This is an optimization exercise on Yosys and OpenROAD, whose aim is small area, not a production implementation. Function was checked by simulation only, so behaviour that the tests miss may differ from the original.

==> inputs of job 254 <==
// stc_osc_core
module stc_osc_core (
    input  wire        clk,
    input  wire        rst,
    input  wire [1:0]  cmd,
    input  wire [63:0] ciw,
    output wire [15:0] sample_out,
    output wire        status
);
==> module stc_osc_core, before the edit <==
module stc_osc_core (
    input  wire        clk,
    input  wire        rst,
    input  wire [1:0]  cmd,
    input  wire [63:0] ciw,
    output wire [15:0] sample_out,
    output wire        status
);
    localparam [1:0] CMD_CTRL  = 2'b01;
    localparam [1:0] CMD_AUDIO = 2'b10;
    localparam [1:0] CMD_RESET = 2'b11;
    reg        fm_q;          
    reg        act_q;         
    reg [23:0] inc_q;         
    reg [9:0]  depth_q;       
    reg [34:0] par_q;         
    reg [23:0] pw_q;          
    reg [23:0] pc_q;          
    reg [29:0] pm_q;          
    reg [15:0] sample_q;
    assign sample_out = sample_q;
    assign status     = fm_q;
    wire is_ctrl  = (cmd == CMD_CTRL);
    wire is_audio = (cmd == CMD_AUDIO);
    wire do_rst   = rst || (cmd == CMD_RESET);
    wire [9:0] pitch = ciw[9:0];
    wire [9:0] voct  = ciw[19:10];
    wire [9:0] k2    = ciw[29:20];
    wire [9:0] cv1   = ciw[39:30];
    wire [9:0] k3    = ciw[49:40];
    wire [9:0] cv2   = ciw[59:50];
    wire       sw    = ciw[60];
    wire [9:0]  base_freq = 10'd32 + {1'b0, pitch[9:1]};
    wire [15:0] voct_factor;
    stc_voct_rom u_voct (.idx(voct), .data(voct_factor));
    wire [10:0] depth_sum = k3 + cv2;
    wire [9:0]  depth_new = (depth_sum > 11'd1013) ? 10'd1013 : depth_sum[9:0];
    wire [10:0] wave_sum_raw = k2 + cv1;
    wire [9:0]  wave_sum     = wave_sum_raw[10] ? 10'd1023 : wave_sum_raw[9:0];
    wire [3:0]  tsel_upper   = wave_sum[9:6];
    wire        upper_nz     = (tsel_upper != 4'd0);
    wire [3:0]  tsel_lower   = tsel_upper - {3'b0, upper_nz};
    wire [3:0]  ratio_int = (k2[9:6] == 4'd15) ? 4'd14 : k2[9:6];
    wire [13:0] ratio_new = {ratio_int, 10'b0} + {4'b0, cv1} + 14'd256;
    wire [34:0] m1_a = cmd[0] ? {19'b0, voct_factor} : par_q;
    wire [9:0]  m1_b = cmd[0] ? base_freq : depth_q;
    wire [40:0] m1_p;
    stc_mul1 u_mul1 (.a(m1_a), .b(m1_b), .p(m1_p));
    wire [24:0] freq_p = m1_p[24:0];      
    wire [22:0] dev    = m1_p[40:18];     
    wire [23:0] pcw_next = (fm_q ? pc_q : pw_q) + inc_q;
    wire [29:0] pm_next  = pm_q + par_q[29:0];
    wire [3:0]  lower   = par_q[4:1];
    wire        nz      = par_q[0];
    wire [5:0]  gain_b  = par_q[10:5];
    wire [7:0]  pos_a   = {pcw_next[21:17] + {1'b0, lower}, pcw_next[16:14]};
    wire        wrap    = (pos_a[7:3] == 5'b11111);
    wire signed [7:0]  wave_a = {~pos_a[7], pos_a[6:0]};
    wire signed [12:0] gterm  = !nz ? 13'sd0 :
                                wrap ? -$signed({7'b0, gain_b}) * 13'sd31 : $signed({7'b0, gain_b});
    wire signed [12:0] mix8   = $signed({wave_a, 3'b0}) + gterm;
    wire [6:0] m_mag;
    wire       m_neg;
    stc_cos_sm u_cos_mod (.idx(pm_next[29:20]), .mag(m_mag), .neg(m_neg));
    wire [24:0] m2_a = cmd[0] ? freq_p : (fm_q ? {2'b0, dev} : {15'b0, depth_q});
    wire signed [14:0] m2_b = cmd[0] ? $signed({1'b0, ratio_new}) :
                              (fm_q ? {8'b0, m_mag} : {{2{mix8[12]}}, mix8});
    wire        m2_n = !cmd[0] && fm_q && m_neg;    
    wire [38:0] m2_p;
    wire [9:0]  car_idx;      
    stc_mul2 u_mul2 (.a(m2_a), .b(m2_b), .n(m2_n), .c(pcw_next[23:1]), .q(car_idx), .p(m2_p));
    wire [34:0] modfreq = m2_p[38:4];
    wire [7:0]  c_cos;
    stc_cos_rom u_cos_car (.idx(car_idx), .data(c_cos));
    wire [15:0] wt_sample = m2_p[20:5];
    wire [15:0] fm_sample = {c_cos, 8'b0};
    always @(posedge clk) begin
        if (do_rst) begin
            fm_q  <= 1'b0;
            act_q <= 1'b0;
        end else if (is_ctrl) begin
            fm_q  <= sw;
            act_q <= 1'b1;
        end
    end
    always @(posedge clk) begin
        if (is_ctrl) begin
            inc_q   <= freq_p[23:0];
            depth_q <= depth_new;
            par_q   <= sw ? modfreq : {24'b0, wave_sum[5:0], tsel_lower, upper_nz};
        end
    end
    always @(posedge clk) begin
        if (do_rst) begin
            pw_q <= 24'd0;
            pc_q <= 24'd0;
            pm_q <= 30'd0;
        end else if (is_audio && act_q) begin
            if (fm_q) begin
                pc_q <= pcw_next;
                pm_q <= pm_next;
            end else begin
                pw_q <= pcw_next;
            end
        end
    end
    always @(posedge clk) begin
        if (do_rst || (is_audio && !act_q))
            sample_q <= 16'd0;
        else if (is_audio)
            sample_q <= fm_q ? fm_sample : wt_sample;
    end
endmodule
Settings: LEC_CHECK=0, ABC_AREA=1, CAP_MARGIN=20, CORE_MARGIN=2, CORE_UTILIZATION=55, GPL_TIMING_DRIVEN=0, SLEW_MARGIN=20, SYNTH_MEMORY_MAX_BITS=65536; clock period 26.0 ns.
run.sh (not shown) runs the stock make flow with config.mk's settings and CLKGATE_MAP_FILE= SYNTH_SCRIPT=/design/flow/synth_recipe.tcl, a recipe that flattens the netlist after the stock synthesis.
==> job 7057 (differences from job 254) <==
--- a/flow/design.v
+++ b/flow/design.v
@@ -3065,4 +3065,126 @@
     assign p = {m_s633, m_s632, m_s631, m_s630, m_s629, m_s628, m_s627, m_s626, m_s625, m_s624, m_s623, m_s622, m_s621, m_s620, m_s619, m_s618, m_s617, m_s616, m_s615, m_s614, m_s613, m_s612, m_s611, m_s610, m_s609, m_s608, m_s607, m_s606, m_s605, m_s604, m_s603, m_s602, m_s601, m_s600, m_s599, m_s598, m_s597, m_s596, m_p385};
 endmodule
+module stc_add24 (
+    input  wire [23:0] x,
+    input  wire [23:0] y,
+    output wire [23:0] s
+);
+    wire a_s1 = x[0] ^ y[0];
+    wire a_c2 = x[0] & y[0];
+    wire a_s3 = x[1] ^ y[1] ^ a_c2;
+    wire a_c4 = (x[1] & y[1]) | (a_c2 & (x[1] ^ y[1]));
+    wire a_s5 = x[2] ^ y[2] ^ a_c4;
+    wire a_c6 = (x[2] & y[2]) | (a_c4 & (x[2] ^ y[2]));
+    wire a_s7 = x[3] ^ y[3] ^ a_c6;
+    wire a_c8 = (x[3] & y[3]) | (a_c6 & (x[3] ^ y[3]));
+    wire a_s9 = x[4] ^ y[4] ^ a_c8;
+    wire a_c10 = (x[4] & y[4]) | (a_c8 & (x[4] ^ y[4]));
+    wire a_s11 = x[5] ^ y[5] ^ a_c10;
+    wire a_c12 = (x[5] & y[5]) | (a_c10 & (x[5] ^ y[5]));
+    wire a_s13 = x[6] ^ y[6] ^ a_c12;
+    wire a_c14 = (x[6] & y[6]) | (a_c12 & (x[6] ^ y[6]));
+    wire a_s15 = x[7] ^ y[7] ^ a_c14;
+    wire a_c16 = (x[7] & y[7]) | (a_c14 & (x[7] ^ y[7]));
+    wire a_s17 = x[8] ^ y[8] ^ a_c16;
+    wire a_c18 = (x[8] & y[8]) | (a_c16 & (x[8] ^ y[8]));
+    wire a_s19 = x[9] ^ y[9] ^ a_c18;
+    wire a_c20 = (x[9] & y[9]) | (a_c18 & (x[9] ^ y[9]));
+    wire a_s21 = x[10] ^ y[10] ^ a_c20;
+    wire a_c22 = (x[10] & y[10]) | (a_c20 & (x[10] ^ y[10]));
+    wire a_s23 = x[11] ^ y[11] ^ a_c22;
+    wire a_c24 = (x[11] & y[11]) | (a_c22 & (x[11] ^ y[11]));
+    wire a_s25 = x[12] ^ y[12] ^ a_c24;
+    wire a_c26 = (x[12] & y[12]) | (a_c24 & (x[12] ^ y[12]));
+    wire a_s27 = x[13] ^ y[13] ^ a_c26;
+    wire a_c28 = (x[13] & y[13]) | (a_c26 & (x[13] ^ y[13]));
+    wire a_s29 = x[14] ^ y[14] ^ a_c28;
+    wire a_c30 = (x[14] & y[14]) | (a_c28 & (x[14] ^ y[14]));
+    wire a_s31 = x[15] ^ y[15] ^ a_c30;
+    wire a_c32 = (x[15] & y[15]) | (a_c30 & (x[15] ^ y[15]));
+    wire a_s33 = x[16] ^ y[16] ^ a_c32;
+    wire a_c34 = (x[16] & y[16]) | (a_c32 & (x[16] ^ y[16]));
+    wire a_s35 = x[17] ^ y[17] ^ a_c34;
+    wire a_c36 = (x[17] & y[17]) | (a_c34 & (x[17] ^ y[17]));
+    wire a_s37 = x[18] ^ y[18] ^ a_c36;
+    wire a_c38 = (x[18] & y[18]) | (a_c36 & (x[18] ^ y[18]));
+    wire a_s39 = x[19] ^ y[19] ^ a_c38;
+    wire a_c40 = (x[19] & y[19]) | (a_c38 & (x[19] ^ y[19]));
+    wire a_s41 = x[20] ^ y[20] ^ a_c40;
+    wire a_c42 = (x[20] & y[20]) | (a_c40 & (x[20] ^ y[20]));
+    wire a_s43 = x[21] ^ y[21] ^ a_c42;
+    wire a_c44 = (x[21] & y[21]) | (a_c42 & (x[21] ^ y[21]));
+    wire a_s45 = x[22] ^ y[22] ^ a_c44;
+    wire a_c46 = (x[22] & y[22]) | (a_c44 & (x[22] ^ y[22]));
+    wire a_s47 = x[23] ^ y[23] ^ a_c46;
+    wire a_c48 = (x[23] & y[23]) | (a_c46 & (x[23] ^ y[23]));
+    assign s = {a_s47, a_s45, a_s43, a_s41, a_s39, a_s37, a_s35, a_s33, a_s31, a_s29, a_s27, a_s25, a_s23, a_s21, a_s19, a_s17, a_s15, a_s13, a_s11, a_s9, a_s7, a_s5, a_s3, a_s1};
+endmodule
+module stc_add30 (
+    input  wire [29:0] x,
+    input  wire [29:0] y,
+    output wire [29:0] s
+);
+    wire a_s1 = x[0] ^ y[0];
+    wire a_c2 = x[0] & y[0];
+    wire a_s3 = x[1] ^ y[1] ^ a_c2;
+    wire a_c4 = (x[1] & y[1]) | (a_c2 & (x[1] ^ y[1]));
+    wire a_s5 = x[2] ^ y[2] ^ a_c4;
+    wire a_c6 = (x[2] & y[2]) | (a_c4 & (x[2] ^ y[2]));
+    wire a_s7 = x[3] ^ y[3] ^ a_c6;
+    wire a_c8 = (x[3] & y[3]) | (a_c6 & (x[3] ^ y[3]));
+    wire a_s9 = x[4] ^ y[4] ^ a_c8;
+    wire a_c10 = (x[4] & y[4]) | (a_c8 & (x[4] ^ y[4]));
+    wire a_s11 = x[5] ^ y[5] ^ a_c10;
+    wire a_c12 = (x[5] & y[5]) | (a_c10 & (x[5] ^ y[5]));
+    wire a_s13 = x[6] ^ y[6] ^ a_c12;
+    wire a_c14 = (x[6] & y[6]) | (a_c12 & (x[6] ^ y[6]));
+    wire a_s15 = x[7] ^ y[7] ^ a_c14;
+    wire a_c16 = (x[7] & y[7]) | (a_c14 & (x[7] ^ y[7]));
+    wire a_s17 = x[8] ^ y[8] ^ a_c16;
+    wire a_c18 = (x[8] & y[8]) | (a_c16 & (x[8] ^ y[8]));
+    wire a_s19 = x[9] ^ y[9] ^ a_c18;
+    wire a_c20 = (x[9] & y[9]) | (a_c18 & (x[9] ^ y[9]));
+    wire a_s21 = x[10] ^ y[10] ^ a_c20;
+    wire a_c22 = (x[10] & y[10]) | (a_c20 & (x[10] ^ y[10]));
+    wire a_s23 = x[11] ^ y[11] ^ a_c22;
+    wire a_c24 = (x[11] & y[11]) | (a_c22 & (x[11] ^ y[11]));
+    wire a_s25 = x[12] ^ y[12] ^ a_c24;
+    wire a_c26 = (x[12] & y[12]) | (a_c24 & (x[12] ^ y[12]));
+    wire a_s27 = x[13] ^ y[13] ^ a_c26;
+    wire a_c28 = (x[13] & y[13]) | (a_c26 & (x[13] ^ y[13]));
+    wire a_s29 = x[14] ^ y[14] ^ a_c28;
+    wire a_c30 = (x[14] & y[14]) | (a_c28 & (x[14] ^ y[14]));
+    wire a_s31 = x[15] ^ y[15] ^ a_c30;
+    wire a_c32 = (x[15] & y[15]) | (a_c30 & (x[15] ^ y[15]));
+    wire a_s33 = x[16] ^ y[16] ^ a_c32;
+    wire a_c34 = (x[16] & y[16]) | (a_c32 & (x[16] ^ y[16]));
+    wire a_s35 = x[17] ^ y[17] ^ a_c34;
+    wire a_c36 = (x[17] & y[17]) | (a_c34 & (x[17] ^ y[17]));
+    wire a_s37 = x[18] ^ y[18] ^ a_c36;
+    wire a_c38 = (x[18] & y[18]) | (a_c36 & (x[18] ^ y[18]));
+    wire a_s39 = x[19] ^ y[19] ^ a_c38;
+    wire a_c40 = (x[19] & y[19]) | (a_c38 & (x[19] ^ y[19]));
+    wire a_s41 = x[20] ^ y[20] ^ a_c40;
+    wire a_c42 = (x[20] & y[20]) | (a_c40 & (x[20] ^ y[20]));
+    wire a_s43 = x[21] ^ y[21] ^ a_c42;
+    wire a_c44 = (x[21] & y[21]) | (a_c42 & (x[21] ^ y[21]));
+    wire a_s45 = x[22] ^ y[22] ^ a_c44;
+    wire a_c46 = (x[22] & y[22]) | (a_c44 & (x[22] ^ y[22]));
+    wire a_s47 = x[23] ^ y[23] ^ a_c46;
+    wire a_c48 = (x[23] & y[23]) | (a_c46 & (x[23] ^ y[23]));
+    wire a_s49 = x[24] ^ y[24] ^ a_c48;
+    wire a_c50 = (x[24] & y[24]) | (a_c48 & (x[24] ^ y[24]));
+    wire a_s51 = x[25] ^ y[25] ^ a_c50;
+    wire a_c52 = (x[25] & y[25]) | (a_c50 & (x[25] ^ y[25]));
+    wire a_s53 = x[26] ^ y[26] ^ a_c52;
+    wire a_c54 = (x[26] & y[26]) | (a_c52 & (x[26] ^ y[26]));
+    wire a_s55 = x[27] ^ y[27] ^ a_c54;
+    wire a_c56 = (x[27] & y[27]) | (a_c54 & (x[27] ^ y[27]));
+    wire a_s57 = x[28] ^ y[28] ^ a_c56;
+    wire a_c58 = (x[28] & y[28]) | (a_c56 & (x[28] ^ y[28]));
+    wire a_s59 = x[29] ^ y[29] ^ a_c58;
+    wire a_c60 = (x[29] & y[29]) | (a_c58 & (x[29] ^ y[29]));
+    assign s = {a_s59, a_s57, a_s55, a_s53, a_s51, a_s49, a_s47, a_s45, a_s43, a_s41, a_s39, a_s37, a_s35, a_s33, a_s31, a_s29, a_s27, a_s25, a_s23, a_s21, a_s19, a_s17, a_s15, a_s13, a_s11, a_s9, a_s7, a_s5, a_s3, a_s1};
+endmodule
 module stc_osc_core (
     input  wire        clk,
@@ -3115,6 +3237,8 @@
     wire [24:0] freq_p = m1_p[24:0];      
     wire [22:0] dev    = m1_p[40:18];     
-    wire [23:0] pcw_next = (fm_q ? pc_q : pw_q) + inc_q;
-    wire [29:0] pm_next  = pm_q + par_q[29:0];
+    wire [23:0] pcw_next;
+    wire [29:0] pm_next;
+    stc_add24 u_add_pcw (.x(fm_q ? pc_q : pw_q), .y(inc_q), .s(pcw_next));
+    stc_add30 u_add_pm (.x(pm_q), .y(par_q[29:0]), .s(pm_next));
     wire [3:0]  lower   = par_q[4:1];
     wire        nz      = par_q[0];
==> flow/flow/run.sh (new file) <==
#!/bin/bash
# Own layout flow: the standard synthesis, then an area-oriented re-mapping
# of the combinational logic (flip-flops, full and half adders kept as the
# standard synthesis made them, with their names), then the standard
# layout steps from floorplan to finish.
set -euo pipefail
WORK=$(pwd)
R=$WORK/orfs/results/$FLOW_PLATFORM/stc_osc_core/base
LIB=$FLOW_HOME/platforms/$FLOW_PLATFORM/lib/sky130_fd_sc_hd__tt_025C_1v80.lib
YOSYS=$(dirname "$FLOW_HOME")/tools/install/yosys/bin/yosys
command -v yosys >/dev/null 2>&1 && YOSYS=$(command -v yosys)

bash standard.sh synth > "$WORK/synth.log" 2>&1

cp "$R/1_2_yosys.v" "$WORK/standard_synth.v"
cat > "$WORK/remap.abc" <<EOS
strash
dch
map -a
topo
EOS
cat > "$WORK/remap.ys" <<EOS
read_liberty -ignore_miss_func $LIB
setattr -mod -set blackbox 1 sky130_fd_sc_hd__dfxtp_1 sky130_fd_sc_hd__edfxtp_1 sky130_fd_sc_hd__fa_1 sky130_fd_sc_hd__ha_1
read_verilog $WORK/standard_synth.v
hierarchy -top $FLOW_TOP
flatten
rename -hide w:*.*
opt_clean -purge
abc -liberty $LIB -script $WORK/remap.abc -dont_use *lpflow* -dont_use *probe*
setundef -zero
splitnets
opt_clean -purge
hilomap -singleton -hicell sky130_fd_sc_hd__conb_1 HI -locell sky130_fd_sc_hd__conb_1 LO
insbuf -buf sky130_fd_sc_hd__buf_4 A X
check
stat -liberty $LIB
write_verilog -noattr -noexpr -nohex -nodec $WORK/remapped.v
EOS
"$YOSYS" -l "$WORK/remap.log" "$WORK/remap.ys" > /dev/null 2>&1
# every flip-flop of the standard synthesis must still be there, by name and cell
grep -E '^ *sky130_fd_sc_hd__e?dfxtp_1 ' "$WORK/standard_synth.v" | sort > "$WORK/ff_std.txt"
grep -E '^ *sky130_fd_sc_hd__e?dfxtp_1 ' "$WORK/remapped.v" | sort > "$WORK/ff_new.txt"
cmp "$WORK/ff_std.txt" "$WORK/ff_new.txt"

cp "$WORK/remapped.v" "$R/1_2_yosys.v"
rm -f "$R/1_synth.odb" "$R/1_synth.sdc"
touch "$R/1_2_yosys.v"
bash standard.sh > "$WORK/layout.log" 2>&1
test -f "$WORK/out/final.def"
==> flow/standard.sh (new file) <==
#!/bin/bash
# synth_recipe.tcl (not shown) runs the flow's synth.tcl, then flattens the netlist and writes it again
# the make line also repeats each setting of config.mk as NAME=value (left out here)
make -C /OpenROAD-flow-scripts/flow DESIGN_CONFIG=/design/flow/config.mk WORK_HOME=/design/flow/orfs CLKGATE_MAP_FILE= SYNTH_SCRIPT=/design/flow/synth_recipe.tcl "${@:-finish}"
- CAP_MARGIN: 20 -> 12
- CORE_UTILIZATION: 55 -> 65
- SLEW_MARGIN: 20 -> 12
removed: flow/run.sh
==> summary of the runs <==
- Of job 254 and job 7057, job 254 has the higher first-iteration DRC count (gap about 16%, measured against job 7057).
- Between job 7057 and job 254, the lower count of clock-buffer cells in the layout is in job 254 (gap 1).
- Of job 254 and job 7057, job 254 has the higher synthesized cell count (gap about 20%, measured against job 7057).
- In sequential cell count, job 7057 and job 254 do not differ.
- Between job 7057 and job 254, the lower register-to-register slack is in job 7057 (gap 5.2 ns).
- In job 254 the critical path depth is higher than in job 7057, by 4.
- Utilization: job 254 is lower than job 7057 (14 points).
==> figures <==
| item | job 254 | job 7057 |
|---|---|---|
| Count of inverters not on the clock network in the layout | 1008 | 843 |
| Die Y-Extent | 275 µm | 241 µm |
| Area of all placed cells without fillers | 0.0436 mm² | 0.0406 mm² |
| Number of non-clock buffers | 376 | 159 |
| Clock skew | 0.0221 ns | 0.0102 ns |
| Outcome | complete, no violations | complete, no violations |
| Source of the worst register-to-register timing path | fm_q$_SDFFE_PP0N_ | par_q[0]$_DFFE_PN_ |
| R2R cell count | 104 | 91 |
| Port Buffers | 79 | 80 |
| Max-slew headroom | 15.9% | 10.6% |
| Cells resized by post-CTS repair | 92 | 70 |
| Worst R2R Setup Slack | 6.38 ns | 1.19 ns |
| Seq area share | 9.15% | 9.84% |
| GPL Wtd Cong | 1.09 | 1.03 |
| Startpoint of the worst hold path | pw_q[1]$_SDFFE_PP0P_ | pw_q[0]$_SDFFE_PP0P_ |
| Dpl cell area | 0.0424 mm² | 0.0393 mm² |
| Number of well taps | 959 | 748 |

what the ideal ports hide:
How much do the figures lean on ideal ports? The routed layouts below were timed once more, with nothing changed but the port constraints. Step 1 (the two cells are an assumption about what drives the block):
set clk [get_ports {clk}]
set_driving_cell -lib_cell sky130_fd_sc_hd__clkbuf_16 $clk
set_driving_cell -lib_cell sky130_fd_sc_hd__buf_2 [delete_from_list [all_inputs] $clk]
Step 2 also shifts input and output timing later by t, the mid clock arrival at the registers, as if the neighbouring blocks saw the same clock. Slacks: no drivers / after step 1 / after step 2; pairs: no drivers / after step 1.
run | t (ns) | slack for setup (ns) | hold WS [ns] | slew at the worst register clock pin (ns) | worst data-port slew with drivers (ns)
job 254 | 0.547 | 0.866 / 0.899 / 0.352 | 0.457 / 0.457 / 0.457 | 0.09 / 0.09 | 0.04
job 7057 | 0.502 | 0.854 / 0.871 / 0.369 | 0.449 / 0.449 / 0.449 | 0.07 / 0.07 | 0.04
After both steps setup and hold are still met in every run listed. The setup slack of job 254, which loses most, moves by +0.033 ns with the drivers and by -0.514 ns with both steps.
